Background: an optimization exercise with open tools, aiming at small area, a short achievable clock period and few clock cycles. Do not read the settings as production practice.
At most, simulation tests tie the RTL to the original design; equivalence was not proved.
Power figures rest on the tool's default switching activity, not on a simulated workload.

==> zinc: inputs <==
// scc_core
module scc_core (
    input  wire        clk,
    input  wire        rst,
    input  wire        cmd_valid,
    output wire        cmd_ready,
    input  wire [63:0] cmd_word,
    output wire        rsp_valid,
    input  wire        rsp_ready,
    output wire [63:0] rsp_word,
    output wire        prim_valid,
    output wire [3:0]  prim_kind,
    output wire [15:0] prim_addr,
    output wire [31:0] prim_arg,
    input  wire        prim_ack,
    input  wire        prim_fail,
    input  wire [7:0]  prim_rdata,
    output wire [1:0]  st_pst,
    output wire        st_strm,
    output wire        st_inited,
    output wire [2:0]  st_gpio_lvl,
    output wire [2:0]  st_gpio_dir,
    output wire        st_clk_en,
    output wire [31:0] st_clk_hz,
    output wire [3:0]  st_rail_en
);
Settings: LEC_CHECK=0, CAP_MARGIN=20, CORE_MARGIN=2, CORE_UTILIZATION=55, CTS_BUF_LIST=sky130_fd_sc_hd__clkbuf_4 sky130_fd_sc_hd__clkbuf_8, SLEW_MARGIN=20, SKIP_REPAIR_TIE_FANOUT=1; clock period 10.0 ns.
standard.sh (not shown) runs the stock make flow with config.mk's settings and CLKGATE_MAP_FILE= SYNTH_SCRIPT=/design/flow/synth_recipe.tcl, a recipe that flattens the netlist after the stock synthesis.
==> flow/flow/run.sh <==
#!/bin/bash
set -euo pipefail
export SETUP_SLACK_MARGIN=6.5
export BUFFER_PORTS_ARGS="-buffer_cell sky130_fd_sc_hd__buf_1"
echo 'export DONT_USE_CELLS += sky130_fd_sc_hd__ha_1 sky130_fd_sc_hd__ha_2 sky130_fd_sc_hd__ha_4 sky130_fd_sc_hd__fa_1 sky130_fd_sc_hd__fa_2 sky130_fd_sc_hd__fa_4' >> config.mk
echo 'export SKIP_REPAIR_TIE_FANOUT = 1' >> config.mk
bash standard.sh > flow_make.log 2>&1
==> inputs of umber, as changes to zinc <==
--- a/flow/design.v
+++ b/flow/design.v
@@ -34,16 +34,14 @@
     localparam [3:0] P_SLEEP     = 4'd7;
     localparam [3:0] P_SCOPEACQ  = 4'd8;
     localparam [3:0] P_SCOPEREL  = 4'd9;
     localparam [3:0] C_INIT = 4'd0, C_STBYON = 4'd1, C_STBYOFF = 4'd2, C_PON = 4'd3,
                      C_POFF = 4'd4, C_EXP = 4'd5, C_EXPG = 4'd6, C_GAIN = 4'd7,
                      C_SEL = 4'd8, C_STRM = 4'd12;
     reg        idle_q;      
-    reg        f1;          
-    reg        g1, g2, g3;  
     reg        run_q;       
     reg        rsp_q;       
     reg        abt_q;       
     reg [4:0]  upc;         
     reg [3:0]  cls;         
     reg [15:0] t;           
     reg [8:0]  gt;          
@@ -52,16 +50,14 @@
     reg [7:0]  cr;          
     reg        gsel;        
     reg [3:0]  pk;          
     reg [15:0] pa;
     reg [7:0]  pg;          
     reg [4:0]  pc;          
     reg [7:0]  rs;          
-    reg        nok;         
-    reg        nlegal;      
     reg        rv;          
     reg        rshow_lo;    
     reg        rshow_hi;    
     reg        rpclk;       
     reg        gpend;       
     reg        inited;
     reg        strm;
@@ -395,28 +391,23 @@
     wire a_zero  = (ca == 28'd0);
     wire b_zero  = (cb == 28'd0);
     wire b_hi0_1 = (cb[27:1] == 27'd0);
     wire b_hi0_3 = (cb[27:3] == 25'd0);
     wire b_hi0_4 = (cb[27:4] == 24'd0);
     wire b_hi0_8 = (cb[27:8] == 20'd0);
     wire b_hi0_9 = (cb[27:9] == 19'd0);
-    wire sel_ok  = ~(cb[3] & cb[2] & cb[1]);            
-    wire tg_ok   = ~tg[2] | (tg[1:0] == 2'd0);           
-    wire l01 = op01 & a_zero & b_zero;
-    wire l02 = op02 & a_zero & b_hi0_3 & tg_ok;
-    wire l03 = op03 & inited;
-    wire l04 = op04 & inited & a_zero & b_hi0_1;
-    wire l05 = op05 & inited & b_zero;
-    wire l06 = op06 & inited & a_zero;
-    wire l07 = op07 & inited;
-    wire l08 = (op08 | op09) & a_zero & b_zero;
-    wire l0a = op0a & a_zero & b_hi0_4 & sel_ok;
-    wire ok    = l01 | l02 | l03 | l04 | l05 | l06 | l07 | l08 | l0a;
-    wire legal = l01 | l02 | op03 | op07 | (op04 & a_zero & b_hi0_1) | (op05 & b_zero)
-               | (op06 & a_zero) | l08 | l0a;
+    wire legal = ((op01 | op08 | op09) & a_zero & b_zero)
+               | (op02 & a_zero & b_hi0_3 & (~tg[2] | (tg[1:0] == 2'd0)))
+               | op03 | op07
+               | (op04 & a_zero & b_hi0_1)
+               | (op05 & b_zero)
+               | (op06 & a_zero)
+               | (op0a & a_zero & b_hi0_4 & ~(cb[3] & cb[2] & cb[1]));
+    wire gated = op03 | op04 | op05 | op06 | op07;
+    wire ok    = legal & (inited | ~gated);    
     wire pwr_legal = (tg == 3'd1) ? (pst == 2'd2) :
                      (tg == 3'd2) ? (pst == 2'd1) :
                      (tg == 3'd3) ? (pst == 2'd0) :
                      (tg == 3'd4) ? (pst != 2'd0) : 1'b0;
     wire a_2592 = (ca == 28'd2592);
     wire a_1920 = (ca == 28'd1920);
     wire a_1280 = (ca == 28'd1280);
@@ -426,25 +417,28 @@
     wire m3 = a_1280 & (cb == 28'd720);
     wire look_ok = m0 | m1 | m2 | m3;
     wire [1:0] look_idx = {~ca[11] & ~ca[7], ca[7] | (~ca[11] & ~cb[8])};
     wire [15:0] shutter = ca[19:4] | {16{~(ca[27:20] == 8'd0)}};
     wire b_gt159 = ~b_hi0_8 | ge16({8'd0, cb[7:0]}, 16'd160);
     wire b_le169 = b_hi0_8 & ~ge16({8'd0, cb[7:0]}, 16'd170);
     wire [7:0] code_in = (op07 & b_gt159) ? 8'd229 : gcode_rom(cb[7:0]);
-    wire son  = cb[0] & ~strm;              
-    wire pon  = (pst == 2'd2);
-    wire go1 = l01 | (l02 & pwr_legal);
-    wire go2 = (op03 & inited & look_ok) | (l04 & son & pon & mode_valid);
-    wire go3 = ((l05 | l07) & mode_valid) | (l06 & b_le169);
-    wire r21 = l02 & ~pwr_legal;
-    wire r30 = l03 & ~look_ok;
-    wire r42 = l04 & son & ~pon;
-    wire r41 = l04 & son & pon & ~mode_valid;
-    wire r51 = (l05 | l07) & ~mode_valid;
-    wire [7:0] st_in = {1'b0, r42 | r41 | r51, r21 | r30, r30 | r51, 2'b00, r42, r21 | r41 | r51};
+    wire str_on_run = cb[0] & ~strm & (pst == 2'd2) & mode_valid;
+    wire go_run = ok & (op01 | (op02 & pwr_legal) | (op03 & look_ok) | (op04 & str_on_run)
+                        | ((op05 | op07) & mode_valid) | (op06 & b_le169));
+    reg [7:0] st_in;     
+    always @(*) begin
+        st_in = 8'h00;
+        if (!legal) st_in = 8'hF0;
+        else if (gated && !inited) st_in = 8'hE0;
+        else if (op02 && !pwr_legal) st_in = 8'h21;
+        else if (op03 && !look_ok) st_in = 8'h30;
+        else if (op04 && cb[0] && !strm && pst != 2'd2) st_in = 8'h42;
+        else if (op04 && cb[0] && !strm && !mode_valid) st_in = 8'h41;
+        else if ((op05 || op07) && !mode_valid) st_in = 8'h51;
+    end
     reg [3:0]  pk_in;
     reg [15:0] pa_in;
     reg [7:0]  pg_in;
     reg [3:0]  cls_in;
     always @(*) begin
         pk_in  = P_BUSWRITE;
         pa_in  = 16'd0;
@@ -515,16 +509,14 @@
         if (is_prog) st_fail = cls[2] ? 8'h40 : 8'h31;
         else case (cls)
             C_INIT:  st_fail = 8'h11;
             C_EXP, C_EXPG, C_GAIN: st_fail = 8'h50;
             default: st_fail = 8'h20;
         endcase
     end
-    wire running    = run_q | g1 | g2 | g3;
-    wire responding = rsp_q | (f1 & ~(g1 | g2 | g3));
     wire id_ok = (prim_rdata == (upc[0] ? 8'h5A : 8'hA5));
     wire fail  = fallible & prim_fail;
     always @(posedge clk) begin
         if (idle_q) begin
             cls      <= cls_in;
             upc      <= 5'd0;
             pk       <= pk_in;
@@ -533,25 +525,23 @@
             pc       <= 5'd0;
             gt       <= cb[8:0];
             glo      <= b_hi0_4;
             ghi      <= op07 ? b_gt159 : ~b_hi0_9;
             cr       <= code_in;
             gsel     <= op06;
             rs       <= st_in;
-            nok      <= ~ok;
-            nlegal   <= ~legal;
-            rv       <= l0a & mode_valid;
-            rshow_lo <= l08 | (l0a & mode_valid);
-            rshow_hi <= l08 | (l0a & mode_valid);
-            rpclk    <= l0a & mode_valid & (cb[3:0] == 4'd6);
-            gpend    <= l06 & ~b_le169;
+            rv       <= legal & op0a & mode_valid;
+            rshow_lo <= legal & (op08 | op09 | (op0a & mode_valid));
+            rshow_hi <= legal & (op08 | op09 | (op0a & mode_valid));
+            rpclk    <= legal & op0a & mode_valid & (cb[3:0] == 4'd6);
+            gpend    <= ok & op06 & ~b_le169;
             t        <= op08 ? exp_r :
                         op09 ? {7'd0, gain_r} :
                         op0a ? mode_field16(mode_idx, cb[3:0]) : shutter;
-        end else if (running) begin
+        end else if (run_q) begin
             if (cls == C_INIT) t[7:0] <= prim_rdata;
             if (prim_ack) begin
                 if (abt_q) ;
                 else if (fail) begin
                     rs <= st_fail;
                     if (scope_held) begin
                         pk <= P_SCOPEREL;
@@ -573,18 +563,14 @@
                         upc <= upc_n;
                     end
                 end
             end
         end
         if (rst) begin
             idle_q     <= 1'b1;
-            f1         <= 1'b0;
-            g1         <= 1'b0;
-            g2         <= 1'b0;
-            g3         <= 1'b0;
             run_q      <= 1'b0;
             rsp_q      <= 1'b0;
             abt_q      <= 1'b0;
             soff       <= 1'b0;
             inited     <= 1'b0;
             strm       <= 1'b0;
             pst        <= 2'd0;
@@ -594,26 +580,21 @@
             gain_r     <= 9'd0;
             gpio_lvl   <= 3'd0;
             gpio_dir   <= 3'd0;
             clk_en     <= 1'b0;
             clk_hz_on  <= 1'b0;
             rail_en    <= 4'd0;
         end else if (idle_q) begin
-            f1   <= cmd_valid;
-            g1   <= cmd_valid & go1;
-            g2   <= cmd_valid & go2;
-            g3   <= cmd_valid & go3;
-            soff <= cmd_valid & l04 & ~cb[0];
-            if (cmd_valid) idle_q <= 1'b0;
-        end else if (running) begin
-            f1    <= 1'b0;
-            g1    <= 1'b0;
-            g2    <= 1'b0;
-            g3    <= 1'b0;
-            run_q <= 1'b1;
+            soff <= cmd_valid & ok & op04 & ~cb[0];
+            if (cmd_valid) begin
+                idle_q <= 1'b0;
+                run_q  <= go_run;
+                rsp_q  <= ~go_run;
+            end
+        end else if (run_q) begin
             if (prim_ack) begin
                 if (abt_q) begin
                     abt_q <= 1'b0;
                     run_q <= 1'b0;
                     rsp_q <= 1'b1;
                 end else if (fail) begin
                     if (cls == C_INIT) inited <= 1'b0;
@@ -662,29 +643,30 @@
                             C_POFF: begin pst <= 2'd0; strm <= 1'b0; end
                             C_EXPG, C_GAIN: gain_r <= g_cl;
                             default: ;
                         endcase
                     end
                 end
             end
-        end else if (responding) begin
-            f1    <= 1'b0;
-            soff  <= 1'b0;
+        end else if (rsp_q) begin
+            soff <= 1'b0;
             if (soff) strm <= 1'b0;
             if (gpend) gain_r <= g_cl;
-            rsp_q  <= ~rsp_ready;
-            idle_q <= rsp_ready;
+            if (rsp_ready) begin
+                rsp_q  <= 1'b0;
+                idle_q <= 1'b1;
+            end
         end
     end
     assign cmd_ready   = idle_q;
-    assign rsp_valid   = responding;
-    assign rsp_word    = {rs[7:5] | {3{nok}}, rs[4] | nlegal, rs[3:0], rv, 7'd0, 11'd0, upc,
+    assign rsp_valid   = rsp_q;
+    assign rsp_word    = {rs, rv, 7'd0, 11'd0, upc,
                           3'd0, rpclk, 4'd0, rpclk, 2'd0, rpclk, 3'd0, rpclk,
                           t[15:8] & {8{rshow_hi}}, t[7:0] & {8{rshow_lo}}};
-    assign prim_valid  = running;
+    assign prim_valid  = run_q;
     assign prim_kind   = pk;
     assign prim_addr   = pa;
     assign prim_arg    = {arg_of(pc) >> 8, pg | (cr & {8{gsel}})};
     assign st_pst      = pst;
     assign st_strm     = strm & ~soff;
     assign st_inited   = inited;
     assign st_gpio_lvl = gpio_lvl;
==> flow/flow/run.sh (replaced) <==
#!/bin/bash
set -euo pipefail
export SETUP_SLACK_MARGIN=6.65
export BUFFER_PORTS_ARGS="-buffer_cell sky130_fd_sc_hd__buf_1"
echo 'export DONT_USE_CELLS += sky130_fd_sc_hd__ha_1 sky130_fd_sc_hd__ha_2 sky130_fd_sc_hd__ha_4 sky130_fd_sc_hd__fa_1 sky130_fd_sc_hd__fa_2 sky130_fd_sc_hd__fa_4' >> config.mk
echo 'export SKIP_REPAIR_TIE_FANOUT = 1' >> config.mk
bash standard.sh > flow_make.log 2>&1
==> flow/config.mk (replaced) <==
export PLATFORM = sky130hd
export DESIGN_NAME = scc_core
export DESIGN_NICKNAME = scc_core
export VERILOG_FILES = /design/flow/design.v
export SDC_FILE = /design/flow/constraint.sdc
export NUM_CORES = 4
export LEC_CHECK = 0
export ABC_AREA = 1
export CAP_MARGIN = 20
export CORE_MARGIN = 2
export CORE_UTILIZATION = 55
export CTS_BUF_LIST = sky130_fd_sc_hd__clkbuf_4 sky130_fd_sc_hd__clkbuf_8
export SLEW_MARGIN = 20
export DONT_USE_CELLS += sky130_fd_sc_hd__ha_1 sky130_fd_sc_hd__ha_2 sky130_fd_sc_hd__ha_4 sky130_fd_sc_hd__fa_1 sky130_fd_sc_hd__fa_2 sky130_fd_sc_hd__fa_4
export SKIP_REPAIR_TIE_FANOUT = 1
==> inputs of willow, as changes to zinc <==
==> flow/flow/run.sh (replaced) <==
#!/bin/bash
set -euo pipefail
export SETUP_SLACK_MARGIN=6
export BUFFER_PORTS_ARGS="-buffer_cell sky130_fd_sc_hd__buf_1"
echo 'export DONT_USE_CELLS += sky130_fd_sc_hd__ha_1 sky130_fd_sc_hd__ha_2 sky130_fd_sc_hd__ha_4 sky130_fd_sc_hd__fa_1 sky130_fd_sc_hd__fa_2 sky130_fd_sc_hd__fa_4' >> config.mk
echo 'export SKIP_REPAIR_TIE_FANOUT = 1' >> config.mk
bash standard.sh > flow_make.log 2>&1
==> comparison <==
Maximum frequency: willow < zinc < umber.
Between umber and willow, the lower clock-buffer cell count is in umber (gap 1).
Sequential power: umber is smaller than willow (about 2%).
Between umber and zinc, the lower final area is in umber (gap about 7%, measured against zinc).
Global-route usage: umber > zinc > willow.
Against umber, the critical path depth of willow is lower by 4.
Between umber and willow, the lower worst setup slack is in willow (gap 0.56 ns).
Testbench counts of umber, summed over its fixed seeds: cycles 21,737.
No functional check of the RTL was part of zinc and willow.

==> re-timing with driven ports <==
In the flow no input, the clock included, has a driving cell. The finished layouts below were timed again as built, in two steps. Step 1: set_driving_cell puts a clkbuf_16 on clk and a buf_2 on each other input, an assumption about the parent block. Step 2 moves the port delays by t, midway between the first and last clock arrival at a register: inputs arrive t later, outputs are due t later. That takes back most of the time a late clock gives input paths. Slacks: ideal / step 1 / step 2; pairs: ideal / step 1.
| run | t (ns) | setup WS [ns] | slew at the worst register clock pin (ns) |
|---|---|---|---|
| zinc | 0.516 | 6.400 / 6.420 / 5.904 | 0.10 / 0.10 |
| umber | 0.497 | 6.606 / 6.611 / 6.122 | 0.11 / 0.11 |
| willow | 0.494 | 6.047 / 6.069 / 5.574 | 0.09 / 0.09 |
After both steps setup and hold are still met in every run listed. For zinc, which loses most, drivers alone change the setup slack by +0.020 ns; drivers and shift together by -0.496 ns.
